This is an optimization exercise on Yosys and OpenROAD, whose aim is small area, a short achievable clock period and few clock cycles, not a production implementation. At most, simulation tests tie the RTL to the original design; equivalence was not proved. No functional check of the RTL was part of runs 4 to 6. Power figures rest on the tool's default switching activity, not on a simulated workload.

==> flow/constraint.sdc <==
create_clock -name core_clock -period 8.0 [get_ports {clk}]
set_input_delay 1.6000 -clock core_clock [delete_from_list [all_inputs] [get_ports {clk}]]
set_output_delay 1.6000 -clock core_clock [all_outputs]
set_load 0.01 [all_outputs]
==> flow/config.mk <==
export PLATFORM = sky130hd
export DESIGN_NAME = lz77_dec
export DESIGN_NICKNAME = lz77_dec
export VERILOG_FILES = /design/flow/design.v
export SDC_FILE = /design/flow/constraint.sdc
export NUM_CORES = 4
export LEC_CHECK = 0
export CAP_MARGIN = 20
export CORE_MARGIN = 2
export CORE_UTILIZATION = 70
export CTS_BUF_LIST = sky130_fd_sc_hd__clkbuf_8
export CTS_CLUSTER_SIZE = 30
export SETUP_SLACK_MARGIN = 5
export SLEW_MARGIN = 20
==> flow/run.sh <==
#!/bin/bash
# synth_recipe.tcl (not shown) runs the flow's synth.tcl, then flattens the netlist and writes it again
# the make line also repeats each setting of config.mk as NAME=value (left out here)
make -C /OpenROAD-flow-scripts/flow DESIGN_CONFIG=/design/flow/config.mk WORK_HOME=/design/flow/orfs CLKGATE_MAP_FILE= SYNTH_SCRIPT=/design/flow/synth_recipe.tcl finish
==> flow/design.v <==
module lz77_dec (
    input  wire        clk,
    input  wire        rst,              
    input  wire        start,
    input  wire [15:0] npix,             
    output wire        busy,
    output wire        done,             
    output wire        err,              
    input  wire        in_valid,
    output wire        in_ready,
    input  wire [7:0]  in_byte,
    output wire        out_valid,
    input  wire        out_ready,
    output wire [23:0] out_pixel         
);
    localparam SW_N = 17;
    reg              busy_r;             
    reg              fin;                
    reg              err_r;
    reg              first;              
    reg [15:0]       prem;               
    reg [3:0]        rs;                 
    reg              t_v;                
    reg              t_copy;             
    reg [3:0]        t_val;              
    reg [3:0]        t_rem;              
    reg [2:0]        t_n;                
    reg              t_err;              
    reg              t_more;             
    reg [7:0]        q;                  
    reg              q_v;
    reg [4*SW_N-1:0] sw;                 
    reg [2:0]        ph3;                
    reg              ov;
    assign done      = busy_r && fin && !ov;
    assign busy      = busy_r && !done;
    assign err       = err_r;
    assign out_valid = ov;
    reg [11:0] pix;
    always @* begin
        pix = ({12{ph3[0]}} & {sw[4*14 +: 4], sw[4*15 +: 4], sw[4*16 +: 4]})
            | ({12{ph3[1]}} & {sw[4*13 +: 4], sw[4*14 +: 4], sw[4*15 +: 4]})
            | ({12{ph3[2]}} & {sw[4*12 +: 4], sw[4*13 +: 4], sw[4*14 +: 4]});
    end
    assign out_pixel = {pix[11:8], 4'h0, pix[7:4], 4'h0, pix[3:0], 4'h0};
    wire       t_last = (t_rem <= 4'd3);
    wire [1:0] n      = {t_n[2] | t_n[1], t_n[2] | t_n[0]};
    wire [4*18-1:0] ws = {sw[4*15 +: 4], sw};
    wire [4*10-1:0] s8 = t_val[3] ? ws[4*8 +: 40] : ws[0 +: 40];
    wire [4*6-1:0]  s4 = t_val[2] ? s8[4*4 +: 24] : s8[0 +: 24];
    wire [4*4-1:0]  s2 = t_val[1] ? s4[4*2 +: 16] : s4[0 +: 16];
    wire [4*3-1:0]  s1 = t_val[0] ? s2[4*1 +: 12] : s2[0 +: 12];
    wire [3:0] x0 = t_copy ? s1[0 +: 4] : t_val;
    wire [3:0] x1 = s1[4 +: 4];
    wire [3:0] x2 = s1[8 +: 4];
    wire out_ok = !ov || out_ready;      
    wire go     = busy_r && !fin && t_v && out_ok;
    wire dec    = busy_r && !fin && t_v && !t_err && out_ok;   
    wire t_free = !t_v || (go && (t_last || t_err));
    assign in_ready = busy_r && !fin && !q_v && (!t_v || t_more);
    wire take_in = in_valid && in_ready;
    wire take_cmd = start && !busy;
    wire [1:0] ph  = {ph3[2], ph3[1]};
    wire [2:0] tot = {1'b0, ph} + {1'b0, n};
    wire       pix_done = dec && (ph3[2] || (ph3[1] && !t_n[0]) || (ph3[0] && t_n[2]));
    wire [2:0] ph3_n = t_n[0] ? {ph3[1:0], ph3[2]}
                     : t_n[1] ? {ph3[0], ph3[2:1]} : ph3;
    wire [15:0] prem_c = {prem[15:3], 3'd0};
    reg  [3:0]  rs_sat;
    always @* begin
        rs_sat = 4'd15;
        if (prem_c == 16'd0 && prem[2:0] == 3'd5)
            rs_sat = 4'd15 - {1'b0, tot};
        else if (prem_c == 16'd0 && prem[2:0] == 3'd6 && tot[2])
            rs_sat = tot[0] ? 4'd13 : 4'd14;
    end
    wire [3:0]  rs_d = (rs == 4'd15) ? rs_sat : rs - {2'b00, n};
    reg  [3:0]  rs_s;                    
    always @* begin
        case (npix[2:0])
            3'd0:    rs_s = 4'd0;
            3'd1:    rs_s = 4'd3;
            3'd2:    rs_s = 4'd6;
            3'd3:    rs_s = 4'd9;
            3'd4:    rs_s = 4'd12;
            default: rs_s = 4'd15;
        endcase
        if (npix[15:3] != 13'd0)
            rs_s = 4'd15;
    end
    wire [7:0] nb = q_v ? q : in_byte;
    wire [3:0] rb      = rs - {2'b00, t_v ? n : 2'd0};   
    wire [3:0] rb2     = rb - 4'd2;                       
    wire       first_a = first && !t_v;
    wire       nb_gt   = (rb < 4'd2 || (rb < 4'd10 && nb[6:4] > rb2[2:0]));
    wire       nb_lt   = (rb > 4'd2 && ({1'b0, nb[6:4]} < rb2));
    wire       lit_lt  = (rb > 4'd1);
    always @(posedge clk) begin
        if (dec) begin
            if (first)
                sw <= {SW_N{t_val}};
            else
                sw <= ({4*SW_N{t_n[0]}} & {x0, sw[4*SW_N-1:4]})
                    | ({4*SW_N{t_n[1]}} & {x1, x0, sw[4*SW_N-1:8]})
                    | ({4*SW_N{t_n[2]}} & {x2, x1, x0, sw[4*SW_N-1:12]});
        end
        if (take_in && !(t_free && !q_v))
            q <= in_byte;
        if (t_free) begin
            t_copy <= nb[7];
            t_val  <= nb[7] ? nb[3:0] : nb[6:3];
            t_rem  <= nb[7] ? {1'b0, nb[6:4]} + 4'd2 : 4'd1;
            t_n    <= !nb[7] ? 3'b001 : (nb[6:4] == 3'd0) ? 3'b010 : 3'b100;
            t_err  <= nb[7] && (first_a || nb_gt);
            t_more <= nb[7] ? (!first_a && nb_lt) : lit_lt;
        end else if (go) begin
            t_rem  <= t_rem - 4'd3;
            t_n    <= (t_rem == 4'd4) ? 3'b001 : (t_rem == 4'd5) ? 3'b010 : 3'b100;
        end
    end
    always @(posedge clk) begin
        if (rst) begin
            busy_r <= 1'b0;
            fin    <= 1'b0;
            err_r  <= 1'b0;
            first  <= 1'b0;
            prem   <= 16'd0;
            rs     <= 4'd0;
            t_v    <= 1'b0;
            q_v    <= 1'b0;
            ph3    <= 3'b001;
            ov     <= 1'b0;
        end else begin
            if (ov && out_ready)
                ov <= 1'b0;
            if (pix_done)
                ov <= 1'b1;
            if (take_cmd) begin
                busy_r <= 1'b1;
                fin    <= (npix == 16'd0);
                err_r  <= 1'b0;
                first  <= 1'b1;
                prem   <= npix;
                rs     <= rs_s;
                t_v    <= 1'b0;
                q_v    <= 1'b0;
                ph3    <= 3'b001;
            end else begin
                if (done)
                    busy_r <= 1'b0;
                if (go) begin
                    if (t_err) begin
                        err_r <= 1'b1;
                        fin   <= 1'b1;
                    end else begin
                        first <= 1'b0;
                        ph3   <= ph3_n;
                        if (pix_done)
                            prem <= prem - 16'd1;
                        rs    <= rs_d;
                        if (rs == {2'b00, n})
                            fin <= 1'b1;
                    end
                end
                if (t_free) begin
                    t_v <= q_v || take_in;
                    q_v <= 1'b0;
                end else if (take_in) begin
                    q_v <= 1'b1;
                end
            end
        end
    end
endmodule
==> impl_metrics.tcl, run 1 <==
set metrics [dict create \
    final_nets 942 \
    min_path_type "flop to flop" \
    power-per-cell-area_nw_per_um2 181 \
    ys_warn_count 1 \
    slew_viol_final 0 \
    setup_viol 0 \
    diodes 0 \
    ys_types 70 \
    worst-path-buf-inv 4 \
    tightest_slew_ps 1100 \
    fillerInstances 483 \
    hpwlAfterDp_um 12300 \
    leakage_nw 3.55 \
    maxCapViolCount 0 \
    drc_errors 0 \
    wl_per_cell_um 24.1 \
    ir_worst_vdd_v 0.000143 \
    critPathMaxFanout 3 \
    initial_utilization_pct 72.2 \
    pin_count 58 \
    syn-instance-count 804 \
    antenna_found_initial 0 \
    period_share_pct 43.4 \
    wl_um 25300 \
    critPathLaunchType "flop" \
    ant_nets 0 \
    synth_seq_cells 120 \
    clkSlewWorstSetupHoldPaths_ps 80 \
    fp.dieArea_um2 12100 \
    grtUsageTotal_pct 40.9 \
    vias 7939 \
    async_reset_ff_share_pct 0 \
    place_area_um2 8320 \
    die_x_um 110 \
    synth_edf_count 90 \
    grt_pass1_vias 7475 \
    max_slew_margin_pct 26.6 \
    setup_tns_ps 0 \
    max_stage_delay_ps 470 \
    crit_required_ps 6400 \
    area_delta_synth_final_pct 22.7 \
    hold_viol 0 \
    port_buffers 45 \
    core_area_um2 10900 \
    fin_crit_ps 3470 \
    yosysSeqAreaShare_pct 41.9 \
    gr-total-overflow 0 \
    cts_tree "yes" \
    arrival_ps 1870 \
    clk_latency_ps 460 \
    cts_max_level 4 \
    path_cells "buf_4, buf_6, a222oi_1, inv_1, buf_2" \
    multiInputGateArea_um2 4300 \
    grt_pass1_wl_um 37900 \
    grt_max_degree 80 \
    cts_buffers 17 \
    drt_iter0_markers 1767 \
    cts.sinks 120 \
    drive_above_1_share_pct 24.4 \
    slowest_stage "a222oi_1" \
    design_area_um2 9680 \
    synth_top_flop_cell "edfxtp_1" \
    fmax_ghz 0.288 \
    rsz0062_at_grt "true" \
    root_buffer "clkbuf_8" \
    rows 38 \
    ctsHoldBuffers 0 \
    endpoint_kind "primary output" \
    clk_path_buf_depth 2 \
    first_pass_iters 17 \
    seq_area_um2 3330 \
    viasPerCell 7.59 \
    avgSynthCellArea_um2 9.82 \
    status "timing/DRC/antenna clean" \
    cp_top_family "buffers and inverters" \
    path_class "flop to primary output" \
    synth_area_um2 7890 \
    gp_congestion 0.850 \
    skew_ps 11.2 \
    fp.dieH_um 110 \
]
synth_stat cells, drive strengths merged (15+ instances only):
cell type  number  share of area [%]
ha             17                2.7
a22oi          56                5.3
a21oi         143                9.1
clkbuf         56                2.7
nor3           15               0.95
mux4           25                7.1
mux2i          26                3.3
nand2          44                2.1
nor2           34                1.6
dfxtp          30                7.6
buf            23                1.8
o21ai          24                1.5
edfxtp         90                 34
inv            40                1.9
placed cells by master (no fill, tap or decap), types with 13 or more instances in the layout:
cell type / Yosys / layout
a31oi_1: 14 / 14
clkbuf_8: 0 / 18
mux4_2: 25 / 25
nor3_1: 15 / 15
buf_4: 13 / 73
inv_1: 40 / 37
a21oi_1: 143 / 142
ha_1: 17 / 13
buf_6: 0 / 13
nand2_1: 44 / 44
o21ai_0: 24 / 21
dfxtp_1: 30 / 21
clkdlybuf4s50_1: 0 / 28
nor2_1: 34 / 33
a222oi_1: 13 / 13
mux2i_1: 26 / 25
edfxtp_1: 90 / 90
a22oi_1: 56 / 56
per-layer routing:
layer,vias to the layer above,part of all wire (%),GRT usage [%]
li1,3291,-,-
met1,3708,33,48.9
met2,732,48,67.0
met3,208,11,9.29
met4,0,7.1,25.7
met5,-,0,0
power breakdown:
| part | switching [W] | total [W] | internal [W] |
|---|---|---|---|
| clock | 0.000286 | 0.000571 | 0.000286 |
| sequential | 0.0000328 | 0.000738 | 0.000705 |
| combinational | 0.000248 | 0.000441 | 0.000193 |
state kept, by name, summed over array words and instances (netlist names), 3 cells and up:
register / cells
prem: 16
t_val: 4
q: 8
rs: 4
ph3: 3
t_rem: 4
sw: 68
t_n: 3
what timing repair did:
item / 4_1_cts / 5_1_grt
pin swaps: 22 / 12
setup endpoints to repair: 111 / 74
cloned: 5 / 0
buffers inserted: 64 / 15
resized for setup: 109 / 19
cell type report:
| class | instances | share of cell area (%) |
|---|---|---|
| multi-input cells | 575 | 44.4 |
| repair buffers | 138 | 13.6 |
| flip-flops and latches | 120 | 34.4 |
| well taps | 140 | 1.81 |
| inverters | 41 | 1.64 |
| clock inverters | 14 | 1.56 |
| clock buffers | 18 | 2.56 |
per-stage QoR:
step	utilization (%)	std cells	hold WS, ps	setup WS (ps)	total power, W
floorplan	-	815	461	4820	0.00102
global placement	76.1	930	457	3360	0.00109
detailed placement	76.1	930	462	3220	0.00110
CTS	86.9	1031	477	4660	0.00170
global route	88.6	1046	527	4500	0.00180
finish	88.6	1046	518	4530	0.00175
tightest hold or removal path, delay by kind of cell, from the launching register on:
family / cells / cell delay, ps
DFF: 1 / 350
AOI/OAI and AO/OA: 1 / 60
and+or+nand+nor: 1 / 80
cell families after synthesis:
kind of cell               Yosys count  share of synthesized area (%)
muxes                               57                           11.3
xor gates and xnor gates             5                          0.555
other                                1                         0.0475
and+or+nand+nor                    168                           11.0
DFF                                120                           41.9
buffers and inverters              120                           6.44
adders and majority gates           21                           3.58
AOI/OAI and AO/OA                  312                           25.2
final timing paths:
check / from / end / slack [ps] / depth (start not counted)
worst max-delay path: sw[57] / out_pixel[5] / 4530 / 5
worst min-delay path: err_r / err_r / 520 / 2
worst max register to register: t_n[0] / t_err / 4900 / 13
worst min register to register: err_r / err_r / 520 / 2
Testbench counts, summed over its fixed seeds: cycles 47,934.
==> run 2, diff against run 1 <==
--- a/flow/config.mk
+++ b/flow/config.mk
@@ -5,6 +5,7 @@
 export SDC_FILE = /design/flow/constraint.sdc
 export NUM_CORES = 4
 export LEC_CHECK = 0
+export ABC_AREA = 1
 export CAP_MARGIN = 20
 export CORE_MARGIN = 2
 export CORE_UTILIZATION = 70
==> run 2 against run 1 <==
Synthesized area increased by 6.8%; register-to-register slack improved by 140 ps; still clean; hold slack got worse by 22 ps; count of clock-buffer cells in the layout unchanged; global-route usage decreased by 3.3 points; non-clock buffer count decreased by 35.
==> impl_metrics.tcl, run 2 <==
set metrics [dict create \
    status "timing/DRC/antenna clean" \
    critPathLaunchType "flop" \
    gp_congestion 0.891 \
    root_buffer "clkbuf_8" \
    setup_viol 0 \
    ir_worst_vdd_v 0.000151 \
    synth_seq_cells 120 \
    clkPwrFrac_pct 31.1 \
    rows 40 \
    critPathMaxFanout 3 \
    ys_warn_count 1 \
    seqPwrFrac_pct 42.2 \
    hpwlAfterDp_um 13400 \
    maxCapViolCount 0 \
    swShare_pct 33.4 \
    seq_area_um2 3320 \
    rsz0062_at_grt "true" \
    grt_pass1_wl_um 38800 \
    first_pass_iters 6 \
    yosysTopAreaCell "edfxtp_1" \
    endpoint_kind "primary output" \
    initial_utilization_pct 71.1 \
    skew_ps 12.4 \
    gr-total-overflow 0 \
    period_share_pct 39.9 \
    slew_viol_final 0 \
    synth_most_common_cell "nand2_1" \
    synth_top_area_share_pct 32.1 \
    leakage_nw 4.46 \
    ys_types 44 \
    antenna_found_initial 0 \
    core_area_um2 11900 \
    ant_nets 0 \
    instances_no_fill 1434 \
    setup_tns_ps 0 \
    largest_register_ffs 68 \
    tightest_slew_ps 712 \
    vias 8791 \
    fin_crit_ps 3190 \
    fillerInstances 825 \
    grt_max_degree 60 \
    top_register "sw" \
    clkSlewWorstSetupHoldPaths_ps 80 \
    synth_edf_count 90 \
    dp_worst_setup_slack_ps 3590 \
    layout_common_cells "nand2_1 (491), nand3_1 (148), edfxtp_1 (90)" \
    cts_buffers 17 \
    cts_max_level 4 \
    final_common_cell "nand2_1" \
    avgSynthCellArea_um2 6.92 \
    synthTopCellsByArea "edfxtp_1 (32%), nand2_1 (22%), nand3_1 (8.8%)" \
    diodes 0 \
    clk_path_buf_depth 2 \
    final_nets 1323 \
    post_synth_most_frequent_cells "nand2_1 (493), nand3_1 (148), inv_1 (91)" \
    port_buffers 45 \
    fp.dieH_um 114 \
    synth_area_um2 8430 \
    wl_per_cell_um 17.2 \
    syn-instance-count 1218 \
    crit_required_ps 6400 \
    pin_count 58 \
    fmax_ghz 0.314 \
    fin_ws_ps 4810 \
    grtUsageTotal_pct 37.6 \
    hold_viol 0 \
    arrival_ps 1590 \
    cts.sinks 120 \
    cts_tree "yes" \
    min_path_type "flop to flop" \
    internal-power_w 0.00115 \
    synth_top_flop_cell "edfxtp_1" \
    drive_above_1_share_pct 12.4 \
    viasPerCell 6.13 \
    p_sw_w 0.000578 \
    dp_cells 1353 \
    power-per-cell-area_nw_per_um2 177 \
    clk_latency_ps 460 \
    max_slew_margin_pct 52.5 \
    hold_slack_ps 497 \
    multiInputGateArea_um2 4510 \
    drt_iter0_markers 1233 \
    yosysSeqAreaShare_pct 39.2 \
    path_class "flop to primary output" \
    fp.dieArea_um2 12900 \
    async_reset_ff_share_pct 0 \
    grt_pass1_vias 8188 \
    die_x_um 114 \
    p_comb_share_pct 26.7 \
    reg.largest.list "sw (68), prem (16), q (8)" \
    area_delta_synth_final_pct 16.3 \
    wl_um 24700 \
    drc_errors 0 \
]
run 2: routing by layer:
layer	track usage (%)	up-vias	wire length [um]
li1	-	4108	-
met1	46.7	4012	9310
met2	62.4	567	11800
met3	8.45	104	2630
met4	18.5	0	969
met5	0	-	0
run 2: logic make-up (layout without fill, tap and decap cells):
| kind of cell | count (synthesis) | after routing | synth area share (%) |
|---|---|---|---|
| AND/OR/NAND/NOR | 726 | 726 | 35.8 |
| multiplexers | 1 | 1 | 0.119 |
| XOR/XNOR | 14 | 14 | 1.45 |
| flip-flops | 120 | 120 | 39.2 |
| AO/OA/AOI/OAI | 162 | 162 | 11.0 |
| adder cells (fa/ha/maj) | 20 | 20 | 3.24 |
| other | 1 | 12 | 0.0445 |
| buffers and inverters | 174 | 232 | 9.14 |
run 2: final timing paths:
kind | start | to | slack, ps | cells after the start
max | ph3[0] | out_pixel[7] | 4810 | 4
min | busy_r | busy_r | 500 | 2
max reg2reg | t_n[0] | t_err | 5040 | 13
min reg2reg | busy_r | busy_r | 500 | 2
run 2: worst max-delay path: stages (launching register included):
cell and delay, ps:
dfxtp_4 380, clkinvlp_4 100, buf_6 130, o211ai_1 310, buf_2 200
run 2: cell type report:
| cell class | count | area share [%] |
|---|---|---|
| clock buffers | 18 | 2.53 |
| clock inverters | 14 | 1.38 |
| inverters | 97 | 3.94 |
| well taps | 147 | 1.88 |
| repair buffers | 103 | 10.4 |
| flip-flops and latches | 120 | 33.9 |
| multi-input cells | 935 | 46.0 |
run 2: power by group through the flow:
stage	clock network, W	logic (W)	registers [W]
3_5_place_dp	0	0.000392	0.000742
4_1_cts	0.000538	0.000417	0.000729
6_report	0.000538	0.000463	0.000731
5_1_grt	0.000564	0.000512	0.000733
3_3_place_gp	0	0.000384	0.000741
2_1_floorplan	0	0.000318	0.000731
run 2: what timing repair did:
action | in CTS | in global routing
buffers inserted | 24 | 19
resized for setup | 74 | 38
gates cloned | 4 | 2
pin swaps | 9 | 8
hold buffers | 0 | 0
endpoints found under the setup margin | 119 | 36
run 2: stage by stage:
stage	area, um2	util [%]	power [W]
2_1_floorplan	8520	-	0.00105
3_3_place_gp	8810	74.3	0.00112
3_5_place_dp	8810	74.3	0.00113
4_1_cts	9550	80.5	0.00168
5_1_grt	9810	82.7	0.00181
6_report	9810	82.7	0.00173
==> run 3, diff against run 2 <==
==> flow/flow/run.sh (new file) <==
#!/bin/bash
# The standard layout, with plain buffers (buf_2) on the ports instead of
# the delay-cell buffers that buffer_ports picks by default. The whole
# make output goes to standard.log; ORFS keeps each step's log under orfs/logs.
set -euo pipefail
export BUFFER_PORTS_ARGS="-buffer_cell sky130_fd_sc_hd__buf_2"
bash standard.sh > standard.log 2>&1
==> flow/standard.sh (new file) <==
#!/bin/bash
# synth_recipe.tcl (not shown) runs the flow's synth.tcl, then flattens the netlist and writes it again
# the make line also repeats each setting of config.mk as NAME=value (left out here)
make -C /OpenROAD-flow-scripts/flow DESIGN_CONFIG=/design/flow/config.mk WORK_HOME=/design/flow/orfs CLKGATE_MAP_FILE= SYNTH_SCRIPT=/design/flow/synth_recipe.tcl "${@:-finish}"
--- a/flow/config.mk
+++ b/flow/config.mk
@@ -5,10 +5,9 @@
 export SDC_FILE = /design/flow/constraint.sdc
 export NUM_CORES = 4
 export LEC_CHECK = 0
-export ABC_AREA = 1
 export CAP_MARGIN = 20
 export CORE_MARGIN = 2
-export CORE_UTILIZATION = 70
+export CORE_UTILIZATION = 40
 export CTS_BUF_LIST = sky130_fd_sc_hd__clkbuf_8
 export CTS_CLUSTER_SIZE = 30
 export SETUP_SLACK_MARGIN = 5
removed: flow/run.sh
==> run 3 against run 2 <==
Register-to-register slack got worse by 80 ps; largest cell class unchanged; still clean; via count decreased by 21%; design area decreased by 4.1%; largest power group unchanged.
==> impl_metrics.tcl, run 3 <==
set metrics [dict create \
    hold_viol 0 \
    skew_ps 9.42 \
    first_pass_iters 6 \
    grt_pass1_vias 6550 \
    diodes 0 \
    clk_latency_ps 460 \
    crit_required_ps 6400 \
    fp.dieArea_um2 20900 \
    post_synth_most_frequent_cells "a21oi_1 (143), edfxtp_1 (90), a22oi_1 (56), clkbuf_1 (56), nand2_1 (44)" \
    synthTopCellsByArea "edfxtp_1 (34%), a21oi_1 (9.1%), dfxtp_1 (7.6%)" \
    ys_warn_count 1 \
    top_register "sw" \
    final_nets 917 \
    dp_worst_setup_slack_ps 3440 \
    avgSynthCellArea_um2 9.82 \
    clk_path_buf_depth 2 \
    area_delta_synth_final_pct 19.1 \
    yosysSeqAreaShare_pct 41.9 \
    viasPerCell 6.05 \
    leakage_nw 3.42 \
    setup_tns_ps 0 \
    place_area_um2 8260 \
    max_stage_delay_ps 500 \
    cts_buffers 17 \
    antenna_found_initial 0 \
    max_slew_margin_pct 29.9 \
    period_share_pct 40.6 \
    gp_congestion 0.811 \
    drt_iter0_markers 647 \
    wl_um 22100 \
    arrival_ps 1650 \
    crit_start "sw[52]" \
    wl_per_cell_um 19.3 \
    root_buffer "clkbuf_8" \
    utilization_pct 48.5 \
    pin_count 58 \
    cp_top_family "flip-flops" \
    drc_errors 0 \
    ctsHoldBuffers 0 \
    initial_utilization_pct 40.7 \
    tightest_slew_ps 1050 \
    synth_area_um2 7890 \
    layout_common_cells "a21oi_1 (142), edfxtp_1 (90), a22oi_1 (56)" \
    synth_most_common_cell "a21oi_1" \
    die_x_um 144 \
    hp-start "err_r" \
    cts.sinks 120 \
    critPathMaxFanout 7 \
    rows 51 \
    ys_types 70 \
    cts_tree "yes" \
    slew_viol_final 0 \
    grtUsageTotal_pct 21.7 \
    syn-instance-count 804 \
    status "timing/DRC/antenna clean" \
    fmax_ghz 0.308 \
    clkSlewWorstSetupHoldPaths_ps 70 \
    reg2reg_from "t_n[0]" \
    synth_top_flop_cell "edfxtp_1" \
    largest_register_ffs 68 \
    design_area_um2 9400 \
    path_cells "a222oi_1, inv_1, buf_2" \
    ant_nets 0 \
    hpwlAfterDp_um 12600 \
    fin_ws_ps 4750 \
    port_buffers 45 \
    maxCapViolCount 0 \
    final_common_cell "a21oi_1" \
    setup_viol 0 \
    synth_edf_count 90 \
    cts_max_level 4 \
    yosysTopAreaCell "edfxtp_1" \
    critPathLaunchType "flop" \
    gr-total-overflow 0 \
    endpoint_kind "primary output" \
    reg.largest.list "sw (68), prem (16), q (8)" \
    vias 6937 \
    path_class "flop to primary output" \
    power-per-cell-area_nw_per_um2 182 \
    min_path_type "flop to flop" \
    grt_pass1_wl_um 35300 \
    synth_top_area_share_pct 34.2 \
    grt_max_degree 79 \
    fp.dieH_um 144 \
    async_reset_ff_share_pct 0 \
    drive_above_1_share_pct 24.5 \
    rsz0062_at_grt "true" \
    synth_seq_cells 120 \
    core_area_um2 19400 \
    power.total_w 0.00171 \
    worst-path-buf-inv 2 \
    fin_crit_ps 3250 \
    ir_worst_vdd_v 0.000126 \
    slowest_stage "edfxtp_1" \
]
-- run 3: cell types whose count changed in the layout (fill, tap and decap cells not counted), sizes merged, moves of 11 or more --
cell	delta
mux4	+25
nand2	-453
a22oi	+55
mux2i	+25
nand3	-139
clkdlybuf4s50	-28
nor2	-17
a222oi	+13
o21ai	-37
o211ai	-18
buf	+46
nor2b	+11
inv	-50
a21oi	+91
-- run 3: final timing paths --
path	end	slack [ps]	depth (start not counted)
worst max-delay path	out_pixel[12]	4750	3
worst min-delay path	err_r	480	2
worst max register to register	t_err	4960	13
worst min register to register	err_r	480	2
-- run 3: worst min-delay path, cell delays in order (launching register included) --
cell and delay (ps):
dfxtp_1 330, a21oi_1 40, nor2_1 70
-- run 3: layer usage --
metal	GRT usage, %	vias up	part of all wire [%]
li1	-	3230	-
met1	30.2	3402	45
met2	33.5	263	47
met3	4.40	42	6.4
met4	7.87	0	2.1
met5	0	-	0
-- run 3: report_power, final --
| group | switching [W] | internal (W) | total [W] |
|---|---|---|---|
| logic | 0.000216 | 0.000174 | 0.000391 |
| registers | 0.0000302 | 0.000706 | 0.000736 |
| clock network | 0.000254 | 0.000329 | 0.000584 |
| total | 0.000501 | 0.00121 | 0.00171 |
-- run 3: repair_timing --
| action | 4_1_cts | 5_1_grt |
|---|---|---|
| endpoints found under the hold margin | 0 | 0 |
| pin swaps | 17 | 14 |
| gates resized for setup | 38 | 19 |
| buffers inserted | 35 | 18 |
| gates cloned | 3 | 2 |
| setup endpoints to repair | 75 | 24 |
-- run 3: through the flow --
| stage | hold WS [ps] | std cells |
|---|---|---|
| 2_1_floorplan | 461 | 815 |
| 3_3_place_gp | 461 | 1056 |
| 3_5_place_dp | 464 | 1056 |
| 4_1_cts | 483 | 1126 |
| 5_1_grt | 520 | 1146 |
| 6_report | 481 | 1146 |
-- run 3: cell type report --
type	instances	area (um2)
fillers	1852	10000
multi-input cells	575	4270
flip-flops and latches	120	3320
repair buffers	111	882
well taps	265	332
clock buffers	17	234
inverters	41	181
clock inverters	15	168
repair inverters	2	17.5
-- run 3: kinds of logic after synthesis --
| family | count (synthesis) | synth area share, % |
|---|---|---|
| compound gates | 312 | 25.2 |
| simple gates | 168 | 11.0 |
| flops | 120 | 41.9 |
| buf+inv | 120 | 6.44 |
| mux | 57 | 11.3 |
| fa+ha+maj | 21 | 3.58 |
| xor+xnor | 5 | 0.555 |
| other cells | 1 | 0.0475 |
==> run 4, diff against run 3 <==
--- a/flow/design.v
+++ b/flow/design.v
@@ -89,12 +89,18 @@
             rs_s = 4'd15;
     end
     wire [7:0] nb = q_v ? q : in_byte;
-    wire [3:0] rb      = rs - {2'b00, t_v ? n : 2'd0};   
-    wire [3:0] rb2     = rb - 4'd2;                       
+    wire [3:0] k_oh    = t_v ? {t_n, 1'b0} : 4'b0001;   
+    wire [4:0] len0    = {2'b00, nb[6:4]} + 5'd2;
+    wire [4:0] rs5     = {1'b0, rs};
+    wire [3:0] gt_k    = {len0 + 5'd3 > rs5, len0 + 5'd2 > rs5,
+                          len0 + 5'd1 > rs5, len0 > rs5};
+    wire [3:0] lt_k    = {len0 + 5'd3 < rs5, len0 + 5'd2 < rs5,
+                          len0 + 5'd1 < rs5, len0 < rs5};
+    wire [3:0] llt_k   = {rs5 > 5'd4, rs5 > 5'd3, rs5 > 5'd2, rs5 > 5'd1};
     wire       first_a = first && !t_v;
-    wire       nb_gt   = (rb < 4'd2 || (rb < 4'd10 && nb[6:4] > rb2[2:0]));
-    wire       nb_lt   = (rb > 4'd2 && ({1'b0, nb[6:4]} < rb2));
-    wire       lit_lt  = (rb > 4'd1);
+    wire       nb_gt   = |(gt_k & k_oh);        
+    wire       nb_lt   = |(lt_k & k_oh);        
+    wire       lit_lt  = |(llt_k & k_oh);       
     always @(posedge clk) begin
         if (dec) begin
             if (first)
--- a/flow/config.mk
+++ b/flow/config.mk
@@ -9,6 +9,7 @@
 export CORE_MARGIN = 2
 export CORE_UTILIZATION = 40
 export CTS_BUF_LIST = sky130_fd_sc_hd__clkbuf_8
-export CTS_CLUSTER_SIZE = 30
+export CTS_CLUSTER_DIAMETER = 150
+export CTS_CLUSTER_SIZE = 50
 export SETUP_SLACK_MARGIN = 5
 export SLEW_MARGIN = 20
==> run 4 against run 3 <==
Synthesized cell count rose by 5.0%; critical path type unchanged; still clean; largest cell class unchanged; via count rose by 1.4%; die area rose by 3.1%; critical path depth did not move.
==> impl_metrics.tcl, run 4 <==
set metrics [dict create \
    slew_viol_final 0 \
    grt_max_degree 78 \
    pin_count 58 \
    hpwlAfterDp_um 13500 \
    synth_edf_count 90 \
    fin_ws_ps 4710 \
    fp.dieH_um 147 \
    cts_max_level 4 \
    core_area_um2 20100 \
    yosysSeqAreaShare_pct 40.6 \
    wl_met3_um 1020 \
    period_share_pct 41.2 \
    endpoint_kind "primary output" \
    drc_errors 0 \
    ant_nets 0 \
    post_synth_most_frequent_cells "a21oi_1 (157), edfxtp_1 (90), a22oi_1 (59)" \
    power.total_w 0.00167 \
    top_register "sw" \
    crit_start "sw[58]" \
    wl_met1_um 9910 \
    diodes 0 \
    area_delta_synth_final_pct 14.8 \
    reg2regPathDepth 8 \
    largest_register_ffs 68 \
    grtUsageTotal_pct 20.0 \
    viasPerCell 6.02 \
    reg2reg_from "t_n[2]" \
    async_reset_ff_share_pct 0 \
    crit_required_ps 6400 \
    layout_common_cells "a21oi_1 (156), edfxtp_1 (90), a22oi_1 (59)" \
    status "timing/DRC/antenna clean" \
    ys_types 62 \
    r2r_end "rs[1]" \
    power-per-cell-area_nw_per_um2 178 \
    synth_most_common_cell "a21oi_1" \
    ctsHoldBuffers 0 \
    setup_tns_ps 0 \
    gp_congestion 0.872 \
    arrival_ps 1690 \
    setup_viol 0 \
    clk_path_buf_depth 2 \
    tightest_slew_ps 792 \
    critPathMaxFanout 6 \
    cts_buffers 17 \
    path_class "flop to primary output" \
    synth_top_area_share_pct 33.2 \
    yosysTopAreaCell "edfxtp_1" \
    synth_seq_cells 120 \
    final_common_cell "a21oi_1" \
    port_buffers 45 \
    first_pass_iters 7 \
    dp_worst_setup_slack_ps 4160 \
    cts_tree "yes" \
    hold_viol 0 \
    skew_ps 18.0 \
    reg.largest.list "sw (68), prem (16), q (8)" \
    gr-total-overflow 0 \
    fmax_ghz 0.304 \
    fin_crit_ps 3290 \
    die_x_um 147 \
    clk_latency_ps 460 \
    root_buffer "clkbuf_8" \
    leakage_nw 3.34 \
    drive_above_1_share_pct 22.2 \
    wl_per_cell_um 18.4 \
    vias 7034 \
    syn-instance-count 844 \
    cts.sinks 120 \
    dr.max_layer_used "met4" \
    initial_utilization_pct 40.5 \
    synth_area_um2 8150 \
    final_nets 945 \
    fp.dieArea_um2 21500 \
    drt_iter0_markers 642 \
    crit_end "out_pixel[6]" \
    maxCapViolCount 0 \
    rows 52 \
    fillerInstances 1915 \
    wl_um 21500 \
    r2r_setup_slack_ps 5150 \
    critPathLaunchType "flop" \
    ir_worst_vdd_v 0.000105 \
    antenna_found_initial 0 \
    multiInputGateArea_um2 4550 \
    rsz0062_at_grt "true" \
    seq_area_um2 3330 \
    synth_top_flop_cell "edfxtp_1" \
    min_path_type "flop to flop" \
    grt_pass1_vias 6654 \
    grt_pass1_wl_um 35100 \
    utilization_pct 46.5 \
    ys_warn_count 1 \
    dr_wl_met2_um 10200 \
    clkSlewWorstSetupHoldPaths_ps 80 \
    synthTopCellsByArea "edfxtp_1 (33%), a21oi_1 (9.6%), mux4_2 (8.3%)" \
    max_slew_margin_pct 47.2 \
    avgSynthCellArea_um2 9.65 \
]
## run 4: changes by cell type in the layout (fill, tap and decap cells not counted), moves of 6 or more
cell	change
o22ai_1	+8
a31oi_1	-6
ha_1	+9
o21ai_0	+12
a21oi_1	+14
nor2_1	+12
buf_4	-18
## run 4: kinds of logic (layout without fill, tap and decap cells)
kind of cell / count (synthesis) / in the layout / share of synthesized area (%)
AO/OA/AOI/OAI: 341 / 341 / 26.0
other: 1 / 12 / 0.0460
adder cells (fa/ha/maj): 31 / 31 / 4.95
multiplexers: 54 / 54 / 11.3
buffers and inverters: 121 / 164 / 6.39
flip-flops: 120 / 120 / 40.6
XOR/XNOR: 6 / 6 / 0.645
AND/OR/NAND/NOR: 170 / 170 / 10.1
## run 4: stage by stage
stage	instance area, um2	hold WS (ps)	cells
2_1_floorplan	8280	445	855
3_3_place_gp	8540	468	1099
3_5_place_dp	8550	467	1100
4_1_cts	9190	480	1159
5_1_grt	9350	517	1168
6_report	9350	480	1168
## run 4: what timing repair did
item / in CTS / in global routing
pin swaps: 17 / 12
setup buffers: 27 / 8
gates resized for setup: 25 / 20
endpoints found under the setup margin: 95 / 25
endpoints found under the hold margin: 0 / 0
## run 4: critical path: stages (launching register included)
cell      delay (ps)
edfxtp_1         490
a222oi_1         510
inv_1             90
buf_2            150
## run 4: worst min path at each step
stage	from	to	slack (ps)	cells after the start
floorplan	prem[14]	prem[14]	450	2
global placement	prem[14]	prem[14]	470	2
detailed placement	err_r	err_r	470	2
CTS	prem[15]	prem[15]	480	2
global route	err_r	err_r	520	2
finish	prem[14]	prem[14]	480	2
## run 4: layout make-up
cell class	instances	share of cell area, %
multi-input combinational	614	48.6
clock buffer	17	2.50
clock inverter	15	1.36
tap	270	3.61
inverter	42	1.78
timing repair buffer	90	6.57
sequential	120	35.6
## run 4: where the power goes
part,internal [W],switching (W),leakage (nW)
clock network,0.000246,0.000279,0.192
logic,0.000176,0.000225,2.07
registers,0.000705,0.0000345,1.09
total,0.00113,0.000539,3.34
## run 4: routing by layer
metal | track usage [%] | up-vias
li1 | - | 3340
met3 | 3.98 | 34
met4 | 6.07 | 0
met5 | 0 | -
met2 | 31.9 | 197
met1 | 27.6 | 3463
==> run 5, diff against run 4 <==
--- a/flow/config.mk
+++ b/flow/config.mk
@@ -9,7 +9,6 @@
 export CORE_MARGIN = 2
 export CORE_UTILIZATION = 40
 export CTS_BUF_LIST = sky130_fd_sc_hd__clkbuf_8
-export CTS_CLUSTER_DIAMETER = 150
-export CTS_CLUSTER_SIZE = 50
+export CTS_CLUSTER_SIZE = 30
 export SETUP_SLACK_MARGIN = 5
 export SLEW_MARGIN = 20
==> run 5 against run 4 <==
Still clean on timing, DRC and antenna; register-to-register slack barely moved; non-clock buffer count unchanged; critical path depth unchanged; core utilization stayed put; wire length unchanged; total power unchanged; design area did not move; hold slack stayed put; synthesized cell count stayed put; first-iteration DRC count unchanged; sequential power about the same; highest routed layer unchanged.
==> impl_metrics.tcl, run 5 <==
set metrics [dict create \
    status "timing/DRC/antenna clean" \
    min_path_cells 2 \
    skew_ps 18.0 \
    fin_crit_ps 3290 \
    seqPwrFrac_pct 44.4 \
    fp.dieH_um 147 \
    setup_viol 0 \
    swShare_pct 32.4 \
    antenna_found_initial 0 \
    die_x_um 147 \
    synth_area_um2 8150 \
    root_buffer "clkbuf_8" \
    grtUsageTotal_pct 20.0 \
    yosysSeqAreaShare_pct 40.6 \
    wl_um 21500 \
    path_cells "a222oi_1, inv_1, buf_2" \
    cts_buffers 17 \
    min_path_type "flop to flop" \
    internal-power_w 0.00113 \
    wl_per_cell_um 18.4 \
    slew_viol_final 0 \
    slowest_stage "a222oi_1" \
    critPathMaxFanout 6 \
    leakage_nw 3.34 \
    rsz0062_at_grt "true" \
    drt_iter0_markers 642 \
    hp-start "prem[14]" \
    clk_path_buf_depth 2 \
    maxCapViolCount 0 \
    hpwlAfterDp_um 13500 \
    fp.dieArea_um2 21500 \
    top_register "sw" \
    holdPathEnd "prem[14]" \
    ir_worst_vdd_v 0.000105 \
    largest_register_ffs 68 \
    grt_pass1_vias 6654 \
    port_buffers 45 \
    endpoint_kind "primary output" \
    ctsHoldBuffers 0 \
    p_comb_share_pct 24.1 \
    initial_utilization_pct 40.5 \
    layout_common_cells "a21oi_1 (156), edfxtp_1 (90), a22oi_1 (59)" \
    crit_start "sw[58]" \
    gp_congestion 0.872 \
    first_pass_iters 7 \
    power-per-cell-area_nw_per_um2 178 \
    grt_max_degree 78 \
    period_share_pct 41.2 \
    clk_latency_ps 460 \
    synth_seq_cells 120 \
    path_class "flop to primary output" \
    clkPwrFrac_pct 31.5 \
    max_stage_delay_ps 510 \
    syn-instance-count 844 \
    core_area_um2 20100 \
    crit_required_ps 6400 \
    synth_most_common_cell "a21oi_1" \
    reg.largest.list "sw (68), prem (16), q (8)" \
    grt_pass1_wl_um 35100 \
    critPathLaunchType "flop" \
    post_synth_most_frequent_cells "a21oi_1 (157), edfxtp_1 (90), a22oi_1 (59)" \
    ys_warn_count 1 \
    final_common_cell "a21oi_1" \
    max_slew_margin_pct 47.2 \
    synthTopCellsByArea "edfxtp_1 (33%), a21oi_1 (9.6%), mux4_2 (8.3%)" \
    cts_max_level 4 \
    async_reset_ff_share_pct 0 \
    r2r_setup_slack_ps 5150 \
    vias 7034 \
    cts.sinks 120 \
    cts_tree "yes" \
    power.total_w 0.00167 \
    reg2regPathDepth 8 \
    hold_viol 0 \
    fmax_ghz 0.304 \
    avgSynthCellArea_um2 9.65 \
    design_area_um2 9350 \
    gr-total-overflow 0 \
    pin_count 58 \
    ant_nets 0 \
    rows 52 \
    p_sw_w 0.000539 \
    drc_errors 0 \
    arrival_ps 1690 \
    ys_types 62 \
    place_area_um2 8550 \
    synth_edf_count 90 \
    tightest_slew_ps 792 \
    setup_tns_ps 0 \
    yosysTopAreaCell "edfxtp_1" \
    r2r_end "rs[1]" \
    synth_top_flop_cell "edfxtp_1" \
    area_delta_synth_final_pct 14.8 \
    clkSlewWorstSetupHoldPaths_ps 80 \
    diodes 0 \
    viasPerCell 6.02 \
    synth_top_area_share_pct 33.2 \
    final_nets 945 \
    reg2reg_from "t_n[2]" \
    drive_above_1_share_pct 22.2 \
]
## run 5: through the flow
step / worst slack [ps] / hold WS, ps / util, % / instances
4_1_cts: 4630 / 480 / 45.7 / 1159
6_report: 4710 / 480 / 46.5 / 1168
5_1_grt: 4610 / 517 / 46.5 / 1168
2_1_floorplan: 4440 / 445 / - / 855
3_5_place_dp: 4160 / 467 / 42.5 / 1100
3_3_place_gp: 4220 / 468 / 42.5 / 1099
## run 5: critical path: cells and delay by family (launching register included)
kind / cells / cell delay [ps]
AO/OA/AOI/OAI: 1 / 510
flip-flops: 1 / 490
buffers and inverters: 2 / 240
## run 5: timing repair
action / 4_1_cts / 5_1_grt
pin swaps: 17 / 12
cloned: 0 / 0
setup endpoints to repair: 95 / 25
setup buffers: 27 / 8
gates resized for setup: 25 / 20
## run 5: cells by family after synthesis
group                      count (synthesis)  synth area share (%)
xor gates and xnor gates                   6                 0.645
AOI/OAI and AO/OA                        341                  26.0
muxes                                     54                  11.3
and+or+nand+nor                          170                  10.1
adders and majority gates                 31                  4.95
DFF                                      120                  40.6
buffers and inverters                    121                  6.39
other                                      1                0.0460
## run 5: worst max path at each step
stage	endpoint	slack [ps]	cells past startpoint
2_1_floorplan	t_err	4440	10
6_report	out_pixel[6]	4710	3
3_5_place_dp	prem[12]	4160	7
5_1_grt	out_pixel[6]	4610	3
4_1_cts	out_pixel[6]	4630	3
3_3_place_gp	t_err	4220	10
## run 5: final cells by class
type	count	area [um2]
Sequential cell	120	3330
Inverter	42	166
Clock buffer	17	234
Timing Repair Buffer	90	614
Tap cell	270	338
Multi-Input combinational cell	614	4550
Fill cell	1915	10800
Clock inverter	15	128
## run 5: per-layer routing
metal / GRT usage, % / wire [um] / vias up / share of wire, %
li1: - / - / 3340 / -
met1: 27.6 / 9910 / 3463 / 46
met2: 31.9 / 10200 / 197 / 47
met3: 3.98 / 1020 / 34 / 4.7
met4: 6.07 / 392 / 0 / 1.8
met5: 0 / 0 / - / 0
## run 5: power groups by stage
stage	clock network (W)	logic [W]	registers (W)
floorplan	0	0.000314	0.000735
global placement	0	0.000371	0.000756
detailed placement	0	0.000380	0.000753
CTS	0.000533	0.000393	0.000738
global route	0.000557	0.000449	0.000743
finish	0.000525	0.000401	0.000739
==> run 6, diff against run 5 <==
--- a/flow/design.v
+++ b/flow/design.v
@@ -36,12 +36,7 @@
     assign busy      = busy_r && !done;
     assign err       = err_r;
     assign out_valid = ov;
-    reg [11:0] pix;
-    always @* begin
-        pix = ({12{ph3[0]}} & {sw[4*14 +: 4], sw[4*15 +: 4], sw[4*16 +: 4]})
-            | ({12{ph3[1]}} & {sw[4*13 +: 4], sw[4*14 +: 4], sw[4*15 +: 4]})
-            | ({12{ph3[2]}} & {sw[4*12 +: 4], sw[4*13 +: 4], sw[4*14 +: 4]});
-    end
+    reg [11:0] pix;                      
     assign out_pixel = {pix[11:8], 4'h0, pix[7:4], 4'h0, pix[3:0], 4'h0};
     wire       t_last = (t_rem <= 4'd3);
     wire [1:0] n      = {t_n[2] | t_n[1], t_n[2] | t_n[0]};
@@ -63,6 +58,9 @@
     wire [1:0] ph  = {ph3[2], ph3[1]};
     wire [2:0] tot = {1'b0, ph} + {1'b0, n};
     wire       pix_done = dec && (ph3[2] || (ph3[1] && !t_n[0]) || (ph3[0] && t_n[2]));
+    wire [11:0] pix_n = ({12{ph3[0]}} & {x0, x1, x2})
+                      | ({12{ph3[1]}} & {sw[4*16 +: 4], x0, x1})
+                      | ({12{ph3[2]}} & {sw[4*15 +: 4], sw[4*16 +: 4], x0});
     wire [2:0] ph3_n = t_n[0] ? {ph3[1:0], ph3[2]}
                      : t_n[1] ? {ph3[0], ph3[2:1]} : ph3;
     wire [15:0] prem_c = {prem[15:3], 3'd0};
@@ -102,6 +100,8 @@
     wire       nb_lt   = |(lt_k & k_oh);        
     wire       lit_lt  = |(llt_k & k_oh);       
     always @(posedge clk) begin
+        if (pix_done)
+            pix <= pix_n;
         if (dec) begin
             if (first)
                 sw <= {SW_N{t_val}};
==> run 6 against run 5 <==
Still clean on timing, DRC and antenna; synthesized area grew 5.3%; hold slack lost 15 ps; wire length shrank 1.9%; register-to-register slack gained 30 ps; worst setup slack lost 29 ps; combinational power grew 3%; fmax shrank 0.88%; core utilization shrank 0.98 points; die area grew 5.1%; sequential power grew 9.3%; critical endpoint is now t_err.
==> impl_metrics.tcl, run 6 <==
set metrics [dict create \
    status "timing/DRC/antenna clean" \
    design_area_um2 9570 \
    place_area_um2 9040 \
    power-per-cell-area_nw_per_um2 186 \
    drt_iter0_markers 601 \
    cts.sinks 132 \
    maxCapViolCount 0 \
    grt_use_met3_pct 3.36 \
    top_register "sw" \
    critPathLaunchType "input pin" \
    grt_pass1_vias 6567 \
    fmax_ghz 0.301 \
    reg2reg_from "t_val[2]" \
    grt_pass1_wl_um 34500 \
    setup_tns_ps 0 \
    synth_area_um2 8580 \
    root_buffer "clkbuf_8" \
    final_common_cell "a21oi_1" \
    layout_common_cells "a21oi_1 (159), edfxtp_1 (102), a22oi_1 (60)" \
    syn-instance-count 859 \
    top_usage_layer "met2" \
    wl_um 21100 \
    grt_max_degree 75 \
    utilization_pct 45.5 \
    arrival_ps 3520 \
    avgSynthCellArea_um2 9.98 \
    fin_crit_ps 3320 \
    clkSlewWorstSetupHoldPaths_ps 80 \
    cts_tree "yes" \
    hpwlAfterDp_um 13300 \
    grtUsageTotal_pct 19.0 \
    hp-start "err_r" \
    cts_buffers 17 \
    gp_congestion 0.839 \
    ys_types 67 \
    fp.dieArea_um2 22600 \
    synth_top_area_share_pct 35.7 \
    largest_register_ffs 68 \
    ir_worst_vdd_v 0.000113 \
    synthTopCellsByArea "edfxtp_1 (36%), a21oi_1 (9.3%), dfxtp_1 (7.0%)" \
    rsz0062_at_grt "true" \
    synth_top_flop_cell "edfxtp_1" \
    diodes 0 \
    drc_errors 0 \
    vias 6974 \
    fillerInstances 1967 \
    antenna_found_initial 0 \
    ys_warn_count 1 \
    die_x_um 150 \
    grtUsageMet1_pct 27.1 \
    rows 53 \
    synth_seq_cells 132 \
    skew_ps 17.9 \
    hold_viol 0 \
    reg.largest.list "sw (68), prem (16), pix (12)" \
    min_path_type "flop to flop" \
    ant_nets 0 \
    clk_path_buf_depth 2 \
    setup_viol 0 \
    reg2regPathDepth 7 \
    wl_per_cell_um 18.1 \
    core_area_um2 21000 \
    min_path_cells 2 \
    r2r_end "pix[5]" \
    leakage_nw 3.43 \
    async_reset_ff_share_pct 0 \
    yosysTopAreaCell "edfxtp_1" \
    synth_most_common_cell "a21oi_1" \
    path_class "input pin to flop" \
    clk_latency_ps 440 \
    gr-total-overflow 0 \
    slew_viol_final 0 \
    synth_edf_count 102 \
    cts_max_level 4 \
    max_slew_margin_pct 36.8 \
    critPathMaxFanout 6 \
    area_delta_synth_final_pct 11.6 \
    hold_slack_ps 465 \
    ctsHoldBuffers 0 \
    crit_required_ps 8200 \
    first_pass_iters 6 \
    pin_count 58 \
    fp.dieH_um 150 \
    r2r_setup_slack_ps 5180 \
    holdPathEnd "err_r" \
    viasPerCell 5.98 \
    port_buffers 45 \
    yosysSeqAreaShare_pct 42.7 \
    initial_utilization_pct 40.8 \
    tightest_slew_ps 948 \
    endpoint_kind "flop" \
    drive_above_1_share_pct 18.8 \
    use_met2_pct 29.9 \
    period_share_pct 41.5 \
    post_synth_most_frequent_cells "a21oi_1 (159), edfxtp_1 (102), a22oi_1 (60)" \
    final_nets 939 \
]
==> run 6: cell count changes in the layout (fill, tap and decap cells not counted), moves of 6 or more <==
cell and delta:
o21ai_0 -6, buf_4 -14, edfxtp_1 +12, nand2_1 -6
mux4_2 -6, o22ai_1 -9, mux2_2 +8, mux2i_1 +10
==> run 6: worst max-delay path: stages <==
cell,delay (ps)
buf_6,90
mux2_4,320
ha_4,310
xor2_1,160
ha_1,260
o21ai_1,90
nand2b_1,80
a211oi_2,230
o21ai_1,80
o31a_1,290
==> run 6: where the power goes <==
part / switching (W) / leakage (nW) / internal [W]
Clock: 0.000260 / 0.223 / 0.000303
Combinational: 0.000234 / 2.01 / 0.000179
Sequential: 0.0000300 / 1.19 / 0.000778
Total: 0.000523 / 3.43 / 0.00126
==> run 6: how the worst max path moves through the flow <==
| stage | startpoint | end |
|---|---|---|
| after global placement | in_byte[6] | t_err |
| after detailed placement | in_byte[6] | t_err |
| after global routing | in_byte[5] | t_err |
| after CTS | in_byte[5] | t_err |
| after floorplan | in_byte[5] | t_err |
| final | in_byte[5] | t_err |
==> run 6: layer usage <==
| metal | share of wire, % | vias up |
|---|---|---|
| li1 | - | 3315 |
| met1 | 46 | 3412 |
| met2 | 47 | 223 |
| met3 | 5.3 | 24 |
| met4 | 1.6 | 0 |
| met5 | 0 | - |
==> run 6: stage by stage <==
| step | std cells | total power (W) | worst slack, ps |
|---|---|---|---|
| finish | 1167 | 0.00178 | 4680 |
| floorplan | 870 | 0.00113 | 4440 |
| detailed placement | 1125 | 0.00122 | 4180 |
| global placement | 1125 | 0.00122 | 4220 |
| global route | 1167 | 0.00188 | 4620 |
| CTS | 1165 | 0.00179 | 4710 |
==> run 6: cell families after synthesis <==
group           Yosys count  share of synthesized area, %
compound gates          331                          24.2
simple gates            168                          9.66
flops                   132                          42.7
buf+inv                 117                          5.86
mux                      69                          11.8
fa+ha+maj                31                          4.70
xor+xnor                 10                          1.02
other cells               1                        0.0437
==> run 6: final cells by class <==
type                       count  area [um2]  area share, %
multi-input combinational    621        4590           48.0
sequential                   132        3670           38.3
timing repair buffer          70         427           4.46
tap                          275         344           3.59
clock buffer                  21         289           3.02
inverter                      37         153           1.59
clock inverter                11        98.8           1.03
==> run 6: what timing repair did <==
| action | in CTS | in global routing |
|---|---|---|
| setup buffers | 8 | 2 |
| setup endpoints to repair | 86 | 8 |
| resized for setup | 9 | 9 |
| pin swaps | 9 | 12 |
==> run 7, diff against run 6 <==
--- a/flow/design.v
+++ b/flow/design.v
@@ -88,17 +88,14 @@
     end
     wire [7:0] nb = q_v ? q : in_byte;
     wire [3:0] k_oh    = t_v ? {t_n, 1'b0} : 4'b0001;   
-    wire [4:0] len0    = {2'b00, nb[6:4]} + 5'd2;
     wire [4:0] rs5     = {1'b0, rs};
-    wire [3:0] gt_k    = {len0 + 5'd3 > rs5, len0 + 5'd2 > rs5,
-                          len0 + 5'd1 > rs5, len0 > rs5};
-    wire [3:0] lt_k    = {len0 + 5'd3 < rs5, len0 + 5'd2 < rs5,
-                          len0 + 5'd1 < rs5, len0 < rs5};
-    wire [3:0] llt_k   = {rs5 > 5'd4, rs5 > 5'd3, rs5 > 5'd2, rs5 > 5'd1};
+    wire [4:0] thr     = ({5{k_oh[0]}} & (rs5 - 5'd2)) | ({5{k_oh[1]}} & (rs5 - 5'd3))
+                       | ({5{k_oh[2]}} & (rs5 - 5'd4)) | ({5{k_oh[3]}} & (rs5 - 5'd5));
+    wire       thr_neg = thr[4];
     wire       first_a = first && !t_v;
-    wire       nb_gt   = |(gt_k & k_oh);        
-    wire       nb_lt   = |(lt_k & k_oh);        
-    wire       lit_lt  = |(llt_k & k_oh);       
+    wire       nb_gt   = thr_neg || (!thr[3] && nb[6:4] > thr[2:0]);    
+    wire       nb_lt   = !thr_neg && (thr[3] || nb[6:4] < thr[2:0]);    
+    wire       lit_lt  = !thr_neg;                                      
     always @(posedge clk) begin
         if (pix_done)
             pix <= pix_n;
--- a/flow/config.mk
+++ b/flow/config.mk
@@ -7,7 +7,7 @@
 export LEC_CHECK = 0
 export CAP_MARGIN = 20
 export CORE_MARGIN = 2
-export CORE_UTILIZATION = 40
+export CORE_UTILIZATION = 60
 export CTS_BUF_LIST = sky130_fd_sc_hd__clkbuf_8
 export CTS_CLUSTER_SIZE = 30
 export SETUP_SLACK_MARGIN = 5
==> run 7 against run 6 <==
Register-to-register slack barely moved; synthesized cell count fell by 2.2%; largest cell class unchanged; count of clock-buffer cells in the layout down 2; critical endpoint is now in_ready; worst setup slack better by 350 ps; clock power up 15%.
==> impl_metrics.tcl, run 7 <==
set metrics [dict create \
    yosysSeqAreaShare_pct 43.1 \
    antenna_found_initial 0 \
    clkSlewWorstSetupHoldPaths_ps 80 \
    yosysTopAreaCell "edfxtp_1" \
    port_buffers 45 \
    top_usage_layer "met2" \
    final_common_cell "a21oi_1" \
    gr-total-overflow 0 \
    synth_compound_area_share_pct 24.1 \
    fin_crit_ps 2980 \
    critPathLaunchType "flop" \
    ant_nets 0 \
    reg.largest.list "sw (68), prem (16), pix (12)" \
    max_slew_margin_pct 47.4 \
    r2r_end "pix[0]" \
    hpwlAfterDp_um 13200 \
    synth-simple-area-share_pct 9.67 \
    fp.dieArea_um2 15100 \
    grt_pass1_vias 6591 \
    hold_viol 0 \
    synth_top_family_by_area "compound AO/OA/AOI/OAI gates" \
    internal-power_w 0.00130 \
    clk_latency_ps 460 \
    hp-start "prem[15]" \
    min_path_type "flop to flop" \
    clkPwrFrac_pct 35.1 \
    ir_worst_vdd_v 0.000129 \
    p_comb_share_pct 20.8 \
    reg2regPathDepth 6 \
    area_delta_synth_final_pct 9.38 \
    p_sw_w 0.000539 \
    holdPathEnd "prem[15]" \
    clk_path_buf_depth 2 \
    root_buffer "clkbuf_8" \
    setup_tns_ps 0 \
    ys_warn_count 1 \
    layout_common_cells "a21oi_1 (148), edfxtp_1 (102), a22oi_1 (64)" \
    rows 43 \
    hold_slack_ps 482 \
    initial_utilization_pct 61.2 \
    core_area_um2 13900 \
    synth_area_um2 8500 \
    tightest_slew_ps 788 \
    top_register "sw" \
    rsz0062_at_grt "true" \
    diodes 0 \
    drt_iter0_markers 690 \
    status "timing/DRC/antenna clean" \
    skew_ps 13.4 \
    min_path_cells 2 \
    grtUsageMet1_pct 37.9 \
    async_reset_ff_share_pct 0 \
    crit_required_ps 6400 \
    largest_register_ffs 68 \
    r2r_setup_slack_ps 5180 \
    ys_types 67 \
    grt_max_degree 80 \
    use_met2_pct 45.4 \
    vias 7071 \
    cts_tree "yes" \
    pin_count 58 \
    die_x_um 123 \
    grt_use_met3_pct 5.30 \
    synth_most_common_cell "a21oi_1" \
    synthTopCellsByArea "edfxtp_1 (36%), a21oi_1 (8.7%), dfxtp_1 (7.1%)" \
    cts_buffers 17 \
    instances_no_fill 1044 \
    synth_seq_cells 132 \
    period_share_pct 37.2 \
    fmax_ghz 0.336 \
    grt_pass1_wl_um 33300 \
    drive_above_1_share_pct 17.0 \
    wl_per_cell_um 19.7 \
    grtUsageTotal_pct 27.9 \
    synth_fa_ha_area_share_pct 3.86 \
    cts_max_level 4 \
    swShare_pct 29.4 \
    gp_congestion 0.864 \
    power-per-cell-area_nw_per_um2 197 \
    viasPerCell 6.77 \
    drc_errors 0 \
    wl_um 20500 \
    muxShareOfSynthArea_pct 12.6 \
    first_pass_iters 8 \
    cts.sinks 132 \
    reg2reg_from "t_val[2]" \
    post_synth_most_frequent_cells "a21oi_1 (148), edfxtp_1 (102), a22oi_1 (64)" \
    synth-xor-area-share_pct 0.824 \
    fp.dieH_um 123 \
    dp_cells 1005 \
    seqPwrFrac_pct 44.1 \
    slew_viol_final 0 \
    syn-instance-count 840 \
    final_nets 905 \
    endpoint_kind "primary output" \
    path_class "flop to primary output" \
    arrival_ps 1380 \
    setup_viol 0 \
    maxCapViolCount 0 \
    avgSynthCellArea_um2 10.1 \
    critPathMaxFanout 5 \
    leakage_nw 3.26 \
    synth_top_flop_cell "edfxtp_1" \
    synth_edf_count 102 \
    fillerInstances 1115 \
    synth_top_area_share_pct 36.0 \
]
run 7: worst max-delay path by stage:
stage	from	end	slack, ps	cells after the start
floorplan	in_byte[5]	t_more	5010	7
global placement	out_ready	prem[12]	4090	7
detailed placement	out_ready	prem[12]	3880	7
CTS	t_more	in_ready	4970	3
global route	t_v	in_ready	4980	2
finish	t_v	in_ready	5020	2
run 7: critical path, cell delays in order (launching register included):
cell       delay [ps]
dfxtp_4           370
a2111oi_4         370
buf_2             190
run 7: layout make-up:
cell class,instances,area [um2],share of cell area [%]
clock buffer,19,262,2.81
clock inverter,13,196,2.11
inverter,32,125,1.35
multi-input combinational,606,4450,47.8
sequential,132,3670,39.5
tap,180,225,2.42
timing repair buffer,61,363,3.90
timing repair inverter,1,5.00,0.0538
run 7: what timing repair did:
action / 4_1_cts / 5_1_grt
setup buffers: 5 / 1
cloned: 1 / 0
setup endpoints to repair: 32 / 16
pin swaps: 1 / 1
gates resized for setup: 15 / 6
hold buffers: 0 / 0
run 7: layer usage:
metal	share of wire [%]	vias up
met3	5.1	39
met5	0	-
li1	-	3283
met4	1.9	0
met2	50	271
met1	43	3478
run 7: power groups by stage:
| stage | Combinational, W | Clock (W) | Sequential [W] |
|---|---|---|---|
| final | 0.000381 | 0.000645 | 0.000809 |
| after global routing | 0.000423 | 0.000680 | 0.000812 |
| after detailed placement | 0.000371 | 0 | 0.000824 |
| after CTS | 0.000377 | 0.000652 | 0.000808 |
| after global placement | 0.000358 | 0 | 0.000822 |
| after floorplan | 0.000303 | 0 | 0.000809 |
run 7: per-stage QoR:
| stage | power [W] | setup WS (ps) | instance area (um2) | util, % |
|---|---|---|---|---|
| 2_1_floorplan | 0.00111 | 5010 | 8570 | - |
| 3_3_place_gp | 0.00118 | 4090 | 8710 | 62.7 |
| 3_5_place_dp | 0.00119 | 3880 | 8710 | 62.7 |
| 4_1_cts | 0.00184 | 4970 | 9260 | 66.7 |
| 5_1_grt | 0.00192 | 4980 | 9300 | 67.0 |
| 6_report | 0.00183 | 5020 | 9300 | 67.0 |
run 7: cell families after synthesis:
kind of cell | after synthesis
other | 1
buffers and inverters | 113
flip-flops | 132
multiplexers | 65
AO/OA/AOI/OAI | 329
XOR/XNOR | 8
AND/OR/NAND/NOR | 167
adder cells (fa/ha/maj) | 25
Testbench counts of run 7, summed over its fixed seeds: cycles 47,934.
==> run 8, diff against run 7 <==
--- a/flow/config.mk
+++ b/flow/config.mk
@@ -7,7 +7,7 @@
 export LEC_CHECK = 0
 export CAP_MARGIN = 20
 export CORE_MARGIN = 2
-export CORE_UTILIZATION = 60
+export CORE_UTILIZATION = 40
 export CTS_BUF_LIST = sky130_fd_sc_hd__clkbuf_8
 export CTS_CLUSTER_SIZE = 30
 export SETUP_SLACK_MARGIN = 5
==> run 8 against run 7 <==
Combinational power about the same; still clean; non-clock buffer count down 2; die area up 48%; clock power down 8.5%; count of clock-buffer cells in the layout down 2; critical path type unchanged.
==> impl_metrics.tcl, run 8 <==
set metrics [dict create \
    status "timing/DRC/antenna clean" \
    grt_pass1_vias 6431 \
    rows 53 \
    setup_viol 0 \
    drc_errors 0 \
    min_path_type "flop to flop" \
    first_pass_iters 5 \
    reg.largest.list "sw (68), prem (16), pix (12)" \
    cts_buffers 17 \
    critPathLaunchType "flop" \
    synth_area_um2 8500 \
    cts.sinks 132 \
    max_slew_margin_pct 49.5 \
    skew_ps 15.2 \
    pin_count 58 \
    root_buffer "clkbuf_8" \
    synth_top_flop_cell "edfxtp_1" \
    period_share_pct 37.9 \
    critPathMaxFanout 3 \
    setup_tns_ps 0 \
    wl_um 21300 \
    rsz0062_at_grt "true" \
    synth_edf_count 102 \
    port_buffers 45 \
    maxCapViolCount 0 \
    post_synth_most_frequent_cells "a21oi_1 (148), edfxtp_1 (102), a22oi_1 (64)" \
    clk_path_buf_depth 2 \
    internal-power_w 0.00122 \
    path_class "flop to primary output" \
    clkPwrFrac_pct 33.2 \
    fp.dieH_um 150 \
    synth_most_common_cell "a21oi_1" \
    synth_top_area_share_pct 36.0 \
    drive_above_1_share_pct 16.6 \
    hold_slack_ps 491 \
    viasPerCell 6.07 \
    endpoint_kind "primary output" \
    grtUsageTotal_pct 19.5 \
    core_area_um2 21000 \
    gp_congestion 0.803 \
    drt_iter0_markers 574 \
    largest_register_ffs 68 \
    arrival_ps 1430 \
    final_nets 903 \
    cts_tree "yes" \
    layout_common_cells "a21oi_1 (148), edfxtp_1 (102), a22oi_1 (64)" \
    avgSynthCellArea_um2 10.1 \
    crit_required_ps 6400 \
    die_x_um 150 \
    synthTopCellsByArea "edfxtp_1 (36%), a21oi_1 (8.7%), dfxtp_1 (7.1%)" \
    wl_per_cell_um 18.7 \
    swShare_pct 31.4 \
    tightest_slew_ps 757 \
    antenna_found_initial 0 \
    fmax_ghz 0.330 \
    hpwlAfterDp_um 13500 \
    cts_max_level 4 \
    ant_nets 0 \
    fin_crit_ps 3030 \
    top_register "sw" \
    leakage_nw 3.22 \
    p_sw_w 0.000557 \
    ir_worst_vdd_v 0.000141 \
    async_reset_ff_share_pct 0 \
    synth_seq_cells 132 \
    slew_viol_final 0 \
    ys_types 67 \
    grt_max_degree 80 \
    clkSlewWorstSetupHoldPaths_ps 80 \
    gr-total-overflow 0 \
    design_area_um2 9340 \
    power.total_w 0.00178 \
    power-per-cell-area_nw_per_um2 190 \
    grt_pass1_wl_um 34800 \
    ys_warn_count 1 \
    ctsHoldBuffers 0 \
    initial_utilization_pct 40.6 \
    syn-instance-count 840 \
    fp.dieArea_um2 22400 \
    area_delta_synth_final_pct 9.83 \
    clk_latency_ps 470 \
    vias 6907 \
    hold_viol 0 \
    seqPwrFrac_pct 45.5 \
    final_common_cell "a21oi_1" \
    diodes 0 \
    yosysSeqAreaShare_pct 43.1 \
    yosysTopAreaCell "edfxtp_1" \
    p_comb_share_pct 21.3 \
    place_area_um2 8860 \
]
-- run 8: layer usage --
| layer | track usage [%] | share of wire, % |
|---|---|---|
| met5 | 0 | 0 |
| met2 | 31.8 | 48 |
| met1 | 26.7 | 46 |
| met3 | 3.96 | 4.8 |
| met4 | 4.67 | 1.1 |
-- run 8: repair_timing --
action                                  4_1_cts  5_1_grt
gates resized for setup                       7       14
cloned                                        0        1
endpoints found under the setup margin       17       18
setup buffers                                 0        1
pin swaps                                     0        1
-- run 8: metrics by stage --
stage          setup slack (ps)  utilization, %  cells
5_1_grt                    4880            44.6   1137
3_5_place_dp               4310            42.3   1103
2_1_floorplan              5010               -    851
6_report                   4970            44.6   1137
4_1_cts                    4830            44.3   1135
3_3_place_gp               4340            42.2   1103
-- run 8: kinds of logic (layout without fill, tap and decap cells) --
kind of cell	after synthesis	after routing	synth area share [%]
compound gates	329	329	24.1
simple gates	167	167	9.67
flops	132	132	43.1
buf+inv	113	124	5.81
mux	65	65	12.6
fa+ha+maj	25	25	3.86
xor+xnor	8	8	0.824
other cells	1	12	0.0441
-- run 8: path summary, 6_finish.rpt --
path	start	to	slack, ps	cells after the start
worst min register to register	prem[15]	prem[15]	490	2
worst max-delay path	t_more	in_ready	4970	3
worst max register to register	t_val[2]	pix[0]	5240	6
worst min-delay path	prem[15]	prem[15]	490	2
-- run 8: power by group through the flow --
stage / Sequential [W] / Clock, W / Combinational [W]
2_1_floorplan: 0.000809 / 0 / 0.000303
3_3_place_gp: 0.000823 / 0 / 0.000366
3_5_place_dp: 0.000823 / 0 / 0.000371
4_1_cts: 0.000808 / 0.000603 / 0.000374
5_1_grt: 0.000813 / 0.000634 / 0.000423
6_report: 0.000809 / 0.000590 / 0.000378
-- run 8: layout make-up --
class	instances	area, um2
flip-flops and latches	132	3670
inverters	32	125
repair inverters	1	5.00
clock inverters	15	166
clock buffers	17	234
fillers	2024	11600
multi-input cells	606	4440
well taps	275	344
repair buffers	59	353
-- run 8: worst max-delay path, stage by stage, from the launching register on --
cell and delay (ps):
edfxtp_1 350, inv_2 50, a2111oi_4 380, buf_2 200

[afterwards: timing with drivers on the ports]
No port has a modelled driver above. Below, the same layouts with a new extraction and two added sets of constraints.
Step 1: set_driving_cell puts a clkbuf_16 on clk and a buf_2 on each other input, an assumption about the parent block.
Step 2 moves the port delays by t, midway between the first and last clock arrival at a register: inputs arrive t later, outputs are due t later. That takes back most of the time a late clock gives input paths.
Three values: ideal ports, drivers, drivers and shift; two values: the first two.
| run | t (ns) | slack for setup (ns) | worst hold slack (ns) | slew at the worst register clock pin (ns) |
|---|---|---|---|---|
| run 1 | 0.495 | 4.526 / 4.490 / 4.490 | 0.518 / 0.518 / 0.518 | 0.08 / 0.08 |
| run 2 | 0.493 | 4.812 / 4.773 / 4.516 | 0.497 / 0.497 / 0.497 | 0.08 / 0.08 |
| run 3 | 0.491 | 4.754 / 4.717 / 4.586 | 0.481 / 0.481 / 0.481 | 0.08 / 0.08 |
| run 4 | 0.490 | 4.707 / 4.667 / 4.244 | 0.480 / 0.480 / 0.480 | 0.09 / 0.09 |
| run 5 | 0.490 | 4.707 / 4.667 / 4.244 | 0.480 / 0.480 / 0.480 | 0.09 / 0.09 |
| run 6 | 0.475 | 4.678 / 4.686 / 4.211 | 0.465 / 0.465 / 0.465 | 0.08 / 0.08 |
| run 7 | 0.489 | 5.024 / 4.986 / 4.659 | 0.482 / 0.482 / 0.482 | 0.08 / 0.08 |
| run 8 | 0.505 | 4.968 / 4.929 / 4.680 | 0.491 / 0.491 / 0.491 | 0.09 / 0.09 |
After both steps every run listed still meets setup and hold. For run 6, which loses most, drivers alone change the setup slack by +0.008 ns; drivers and shift together by -0.467 ns.
